Source: an optimization exercise on an open RTL-to-GDS flow (aim: small area). Production flows keep margins and buffers that such runs may drop.
Function was checked by simulation only, so behaviour that the tests miss may differ from the original.
Power is estimated from default activity; no workload was simulated.

## run 1
## spi_daq
module spi_daq #(
  parameter integer CLK_HZ = 50000000
) (
  input  wire          clk,
  input  wire          rst,
  input  wire          cmd_valid,
  output wire          cmd_ready,
  input  wire [31:0]   cmd_word,
  input  wire [31:0]   cfg_clock_hz,
  input  wire [7:0]    cfg_mode,
  input  wire          cfg_no_cs,
  input  wire          cfg_sync_enable,
  input  wire [31:0]   cfg_settle_frames,
  input  wire [31:0]   cfg_timeout_ms,
  input  wire [63:0]   now_ns,
  output reg           rsp_valid,
  output reg  [2:0]    rsp_code,
  output wire [63:0]   rsp_seq,
  output wire [63:0]   rsp_ts,
  output wire [255:0]  rsp_ch,
  output wire [191:0]  rsp_raw,
  output wire          sclk,
  output wire          mosi,
  output wire          cs_n,
  input  wire          miso,
  input  wire          drdy_n,
  output wire          sync_n
);
  localparam integer CYC_PER_MS = CLK_HZ / 1000;
  localparam integer HALF_NUM   = CLK_HZ / 2;       
  localparam [25:0]  K_XFER_26  = 26'd33554432 - HALF_NUM;
  localparam [25:0]  K_MS_26    = 26'd33554432 - CYC_PER_MS;
  localparam [24:0]  K_XFER     = K_XFER_26[24:0];     
  localparam [24:0]  K_MS       = K_MS_26[24:0];       
  localparam [2:0] RC_OK        = 3'd0,
                   RC_INVALID   = 3'd1,
                   RC_ALREADY   = 3'd2,
                   RC_NOT_PERM  = 3'd3,
                   RC_TIMED_OUT = 3'd4,
                   RC_IO_FAIL   = 3'd6,
                   RC_REFUSED   = 3'd7;
  localparam [2:0] ST_CLR   = 3'd0,    
                   ST_IDLE  = 3'd1,
                   ST_PULSE = 3'd2,    
                   ST_WAIT  = 3'd3,    
                   ST_XFER  = 3'd4,    
                   ST_INC   = 3'd5,    
                   ST_CAPZ  = 3'd6;    
  reg  [2:0]   st;
  reg  [5:0]   ph;
  wire         ph31 = (ph == 6'd31);
  wire         ph63 = (ph == 6'd63);
  wire [5:0]   ph_n = {ph[5] ^ (&ph[4:0]), ph[4] ^ (&ph[3:0]), ph[3] ^ (&ph[2:0]),
                       ph[2] ^ (&ph[1:0]), ph[1] ^ ph[0], ~ph[0]};
  wire         seg0 = (ph[4:0] == 5'd0);
  wire s_clr  = (st == ST_CLR);
  wire s_idle = (st == ST_IDLE);
  wire s_pul  = (st == ST_PULSE);
  ...
Size in the first run: roughly 1300 cells after synthesis, roughly 790 I/O pins, about 0.016 mm² of cells after synthesis.
==> flow/config.mk <==
export PLATFORM = sky130hd
export DESIGN_NAME = spi_daq
export DESIGN_NICKNAME = spi_daq
export VERILOG_FILES = /design/flow/design.v
export SDC_FILE = /design/flow/constraint.sdc
export NUM_CORES = 4
export LEC_CHECK = 0
export CAP_MARGIN = 20
export CORE_AREA = 4 4 228 228
export DIE_AREA = 0 0 232 232
export PLACE_DENSITY = 0.7
export SLEW_MARGIN = 20
==> flow/constraint.sdc <==
create_clock -name core_clock -period 20.0 [get_ports {clk}]
set_input_delay 4.0000 -clock core_clock [delete_from_list [all_inputs] [get_ports {clk}]]
set_output_delay 4.0000 -clock core_clock [all_outputs]
set_load 0.01 [all_outputs]
standard.sh (not shown) runs the stock make flow with config.mk's settings and CLKGATE_MAP_FILE= SYNTH_SCRIPT=/design/flow/synth_recipe.tcl, a recipe that flattens the netlist after the stock synthesis.
==> flow/flow/run.sh <==
#!/bin/bash
# Standard ORFS layout with buf_1 port buffers and a clock tree without dummy loads.
set -euo pipefail
export BUFFER_PORTS_ARGS="-buffer_cell sky130_fd_sc_hd__buf_1"
export CTS_ARGS="-sink_clustering_enable -repair_clock_nets -dont_use_dummy_load -buf_list sky130_fd_sc_hd__clkbuf_4 -sink_clustering_size 10 -sink_clustering_max_diameter 40"
bash standard.sh > standard.log 2>&1
Inputs modified between run 1 and run 2:
- PLACE_DENSITY now 0.6, was 0.7
[summary]
- Every run in the comparison, run 1 and run 2, completed the flow with a clean layout.
- Run 1 ended up with acc[4] as its endpoint of the worst setup timing path; run 2 ended up with acc[16].
- Compared with run 1, in run 2 number of global-route vias before repair dropped 1.8%; worst ir drop on vdd dropped 16%.
- Max overall power consumption across run 1 and run 2: run 1
- Status: clock buffer and inverter area fraction after layout parity (run 2, run 1)
- met4 as the top routing layer in use was reported by run 2, and met5 by run 1.
For run 3, these inputs were changed with respect to run 2:
==> flow/flow/run.sh <==
#!/bin/bash
# Standard ORFS layout with buf_1 port buffers and a clock tree without dummy loads.
set -euo pipefail
export BUFFER_PORTS_ARGS="-buffer_cell sky130_fd_sc_hd__buf_1"
export CTS_ARGS="-sink_clustering_enable -repair_clock_nets -dont_use_dummy_load -buf_list {sky130_fd_sc_hd__clkbuf_2 sky130_fd_sc_hd__clkbuf_4} -sink_clustering_size 10 -sink_clustering_max_diameter 40"
bash standard.sh > standard.log 2>&1
==> comparison <==
- On sequential power, run 3 tracks run 2 almost exactly.
- Compared with run 2, in run 3 worst setup slack comparable; critical path depth comparable.
- Share of the yosys chip area belonging to registers came out exactly the same in run 2 and run 3.
- Per the comparison of run 3 with run 2, I/O pin count shows no meaningful change, post-DP HPWL essentially unchanged.
- Routed wire length: run 3 vs run 2 identical
#### Input delta (run 4 over run 3)
==> flow/flow/run.sh <==
#!/bin/bash
# Standard ORFS layout with buf_1 port buffers and a clock tree without dummy loads.
set -euo pipefail
export BUFFER_PORTS_ARGS="-buffer_cell sky130_fd_sc_hd__buf_1"
export CTS_ARGS="-sink_clustering_enable -repair_clock_nets -dont_use_dummy_load -buf_list sky130_fd_sc_hd__clkbuf_2 -sink_clustering_size 6 -sink_clustering_max_diameter 30"
bash standard.sh > standard.log 2>&1
[summary]
In the flow results for run 4 and run 3, the total power is smaller on run 4. Run 4 -> run 3: number of cell instances on the worst register-to-register path delta 0, exact match. Of run 4 and run 3, it is run 4 that has the higher clock-buffer cell count.

==> what the ideal ports hide <==
Ports are ideal in the flow. The routed layouts listed here were re-timed in OpenROAD.
Step 1 assumes that a clkbuf_16 drives the clock port and a buf_2 every other input.
Step 2 also shifts input and output timing later by t, the mid clock arrival at the registers, as if the neighbouring blocks saw the same clock.
Three values: ideal, step 1, step 2; two values: the first two.
run | t (ns) | setup slack, ns | clock arrival spread, ns | pins driven straight from the clock port
run 1 | 0.791 | 8.285 / 8.285 / 8.285 | 0.086 / 0.086 | 1
run 2 | 0.780 | 8.469 / 8.469 / 8.469 | 0.137 / 0.137 | 1
run 3 | 0.780 | 8.469 / 8.469 / 8.469 | 0.137 / 0.137 | 1
run 4 | 1.016 | 8.414 / 8.414 / 8.414 | 0.212 / 0.212 | 1
After both steps setup and hold are still met in every run listed.
